Background: an optimization exercise with open tools, aiming at small area. Do not read the settings as production practice. Function was checked by simulation only, so behaviour that the tests miss may differ from the original. No activity file was given, so power comes from the tool's default toggle rates.

==> 08-16: inputs <==
// tis_engine
module tis_engine (
    input  wire        clk,
    input  wire        rst,           
    input  wire        cfg_spi,       
    input  wire        ms_tick,       
    input  wire        cmd_valid,
    input  wire [31:0] cmd_word,
    output wire        busy,
    output wire        done,
    output reg  [3:0]  res_code,
    output reg  [2:0]  res_sub,
    output reg  [31:0] res_val,
    output wire        cmd_rd_en,
    output wire [23:0] cmd_rd_addr,
    input  wire [7:0]  cmd_rd_data,
    output wire        rsp_wr_en,
    output wire [23:0] rsp_wr_addr,
    output wire [7:0]  rsp_wr_data,
    output wire        bus_req,
    output wire        bus_rd,
    output wire        bus_last,
    output wire [7:0]  bus_wdata,
    input  wire        bus_ack,
    input  wire [7:0]  bus_rdata,
    input  wire        bus_err,
    input  wire [7:0]  bus_err_code,
    output wire        spi_lock,
    input  wire        spi_gnt,
    input  wire        irq
);
Settings: LEC_CHECK=0, CAP_MARGIN=20, CORE_MARGIN=2, CORE_UTILIZATION=40, PLACE_DENSITY=0.6, SLEW_MARGIN=20; clock period 10.0 ns.
run.sh (not shown) runs the stock make flow with config.mk's settings and CLKGATE_MAP_FILE= SYNTH_SCRIPT=/design/flow/synth_recipe.tcl, a recipe that flattens the netlist after the stock synthesis.
==> 07-09: changes against 08-16 <==
==> flow/flow/run.sh (new file) <==
#!/bin/bash
# Layout flow: the standard synthesis, its combinational gates re-mapped for
# area (flip-flops kept as they are), then the standard layout with the
# smallest buffer on the ports.
set -euo pipefail
W=$PWD
R=$W/orfs/results/$FLOW_PLATFORM/tis_engine/base
L=$W/orfs/logs/$FLOW_PLATFORM/tis_engine/base
LIB=$FLOW_HOME/platforms/$FLOW_PLATFORM/lib/sky130_fd_sc_hd__tt_025C_1v80.lib

# 1. standard synthesis
bash standard.sh synth > $W/synth.log 2>&1
cp $R/1_2_yosys.v $W/std_synth.v

# 2. re-map the combinational gates
DU=$(grep -m1 '^abc -script' $L/1_2_yosys.log | grep -oE -- '-dont_use [^ ]+' | awk '{print $2}' | tr '\n' ' ')
ok=0
if bash flow/resyn.sh $W/std_synth.v $W/resyn.v $FLOW_TOP $LIB $W/flow/area.abc $W/resyn.log $DU > $W/resyn_run.log 2>&1; then
  ffs() { grep -oE 'sky130_fd_sc_hd__(df|edf|sdf|dl|sdl)[a-z0-9_]* +[^ ]+ *\(' "$1" | tr -s ' ' | sort; }
  if [[ -s $W/resyn.v ]] && diff <(ffs $W/std_synth.v) <(ffs $W/resyn.v) > $W/ff_diff.log 2>&1; then
    ok=1
  fi
fi
echo "resynthesis used: $ok" | tee $W/resyn_used.log
if [[ $ok == 1 ]]; then
  cp $W/resyn.v $R/1_2_yosys.v
  touch $R/1_2_yosys.v
fi

# 3. standard layout
export BUFFER_PORTS_ARGS="-buffer_cell sky130_fd_sc_hd__buf_1"
bash standard.sh finish > $W/layout.log 2>&1
==> flow/flow/area.abc (new file) <==
strash
dch -f
amap
topo
==> flow/flow/resyn.sh (new file) <==
#!/bin/bash
# Re-map the combinational gates of a synthesized netlist with an area-oriented
# ABC run. Flip-flop and tie-cell instances are kept as they are (same names,
# same cell types); only the gates between them are re-mapped.
# usage: resyn.sh IN.v OUT.v TOP LIB ABC_SCRIPT LOG [dont_use cells...]
set -euo pipefail
IN=$1; OUT=$2; TOP=$3; LIB=$4; ABCS=$5; LOG=$6; shift 6
DU=""
for c in "$@"; do DU="$DU -dont_use $c"; done
KEEP=$(grep -oE 'sky130_fd_sc_hd__(df|edf|sdf|dl|sdl|conb)[a-z0-9_]*' "$IN" | sort -u | tr '\n' ' ')
D=$(dirname "$OUT")
cat > "$D/resyn1.ys" <<EOY
read_liberty -ignore_miss_func $LIB
read_verilog $IN
hierarchy -top $TOP
blackbox $KEEP
flatten
opt -purge
abc -liberty $LIB -script $ABCS $DU
opt_clean -purge
hilomap -singleton -hicell sky130_fd_sc_hd__conb_1 HI -locell sky130_fd_sc_hd__conb_1 LO
insbuf -buf sky130_fd_sc_hd__buf_1 A X
splitnets
opt_clean -purge
select $TOP
write_verilog -noattr -nohex -nodec -selected $OUT.tmp
EOY
cat > "$D/resyn2.ys" <<EOY
read_liberty -lib $LIB
read_verilog $OUT.tmp
hierarchy -top $TOP
opt_clean -purge
check -assert
stat -liberty $LIB
write_verilog -noattr -nohex -nodec $OUT
EOY
yosys -s "$D/resyn1.ys" > "$LOG" 2>&1 || { tail -30 "$LOG"; exit 1; }
yosys -s "$D/resyn2.ys" >> "$LOG" 2>&1 || { tail -30 "$LOG"; exit 1; }
==> flow/standard.sh (new file) <==
#!/bin/bash
# synth_recipe.tcl (not shown) runs the flow's synth.tcl, then flattens the netlist and writes it again
# the make line also repeats each setting of config.mk as NAME=value (left out here)
make -C /OpenROAD-flow-scripts/flow DESIGN_CONFIG=/design/flow/config.mk WORK_HOME=/design/flow/orfs CLKGATE_MAP_FILE= SYNTH_SCRIPT=/design/flow/synth_recipe.tcl "${@:-finish}"
removed: flow/run.sh
==> comparison <==
07-09 finished clean. 08-16 finished clean. Between 07-09 and 08-16, the lower combinational power is in 07-09 (gap 29%, measured against 08-16). Critical path depth: 07-09 is higher than 08-16 (4). Of 07-09 and 08-16, 08-16 has the higher via count (gap about 4%, measured against 08-16). Of 07-09 and 08-16, 08-16 has the higher sequential power (gap about 10%, measured against 08-16). Between 07-09 and 08-16, the lower maximum frequency is in 07-09 (gap 14%, measured against 08-16). Of 08-16 and 07-09, 07-09 has the higher sequential share of layout area (gap 5.7 points). Between 08-16 and 07-09, the lower setup slack is in 07-09 (gap 980 ps). Of 08-16 and 07-09, 08-16 has the higher register-to-register slack (gap 980 ps). Count of clock-buffer cells in the layout: 07-09 is lower than 08-16 (1).
==> figures <==
Timing endpoint of the critical path: 08-16 u_xport.kind[1]$_SDFF_PP0_; 07-09 res_val[18]$_DFFE_PP_
Worst slew margin: 08-16 0.2499; 07-09 0.2718
Post-Place Worst Slack: 08-16 3664 ps; 07-09 3291 ps
Wirelength per Cell: 08-16 23.32 um; 07-09 22.17 um
Fillcell total: 08-16 2920; 07-09 2698
Critical Path Slowest Stage Cell: 08-16 or4_4; 07-09 or4_1
Post-Layout Cell Count: 08-16 1978; 07-09 1929
Net switching fraction of the power: 08-16 0.4474; 07-09 0.4583
Number of multi-input combinational cells: 08-16 1144; 07-09 1014
Largest net degree at the start of global routing: 08-16 37; 07-09 41
Combinational share of power: 08-16 0.504; 07-09 0.425
Period Utilization, post-route: 08-16 0.5900; 07-09 0.6877
Summed instance area of the synthesized netlist: 08-16 12200 um2; 07-09 10620 um2
Fraction of area in non-clock buffers: 08-16 0.1271; 07-09 0.05753
First-pass GRT wire length: 08-16 69.28 mm; 07-09 63.87 mm
Routed met2 length: 08-16 20.55 mm; 07-09 19.50 mm
Outcome: 08-16 no timing/DRC/antenna violations; 07-09 no timing/DRC/antenna violations
Via density: 08-16 6.176; 07-09 6.075
Worst-case reg-to-reg path depth: 08-16 21; 07-09 25
Max VDD drop: 08-16 0.1340 mV; 07-09 0.1320 mV

==> afterwards: timing with drivers on the ports <==
Ports are ideal in the flow. The routed layouts listed here were re-timed in OpenROAD. Step 1: set_driving_cell puts a clkbuf_16 on clk and a buf_2 on each other input, an assumption about the parent block. Step 2 times the ports against the registers' clock, not the clock port: input delays grow and output delays shrink by t, the midpoint of the rising clock arrivals with the driver on. Three values: ideal, step 1, step 2; two values: the first two.
| run | shift t [ns] | setup WS [ns] | worst hold slack (ns) | cell pins on the clock port's net |
|---|---|---|---|---|
| 08-16 | 0.478 | 4.100 / 4.100 / 3.764 | 0.469 / 0.469 / 0.469 | 1 |
| 07-09 | 0.483 | 3.123 / 3.123 / 3.123 | 0.455 / 0.455 / 0.455 | 1 |
After both steps every run listed still meets setup and hold. The setup slack of 08-16, which loses most, moves by 0.000 ns with the drivers and by -0.336 ns with both steps.
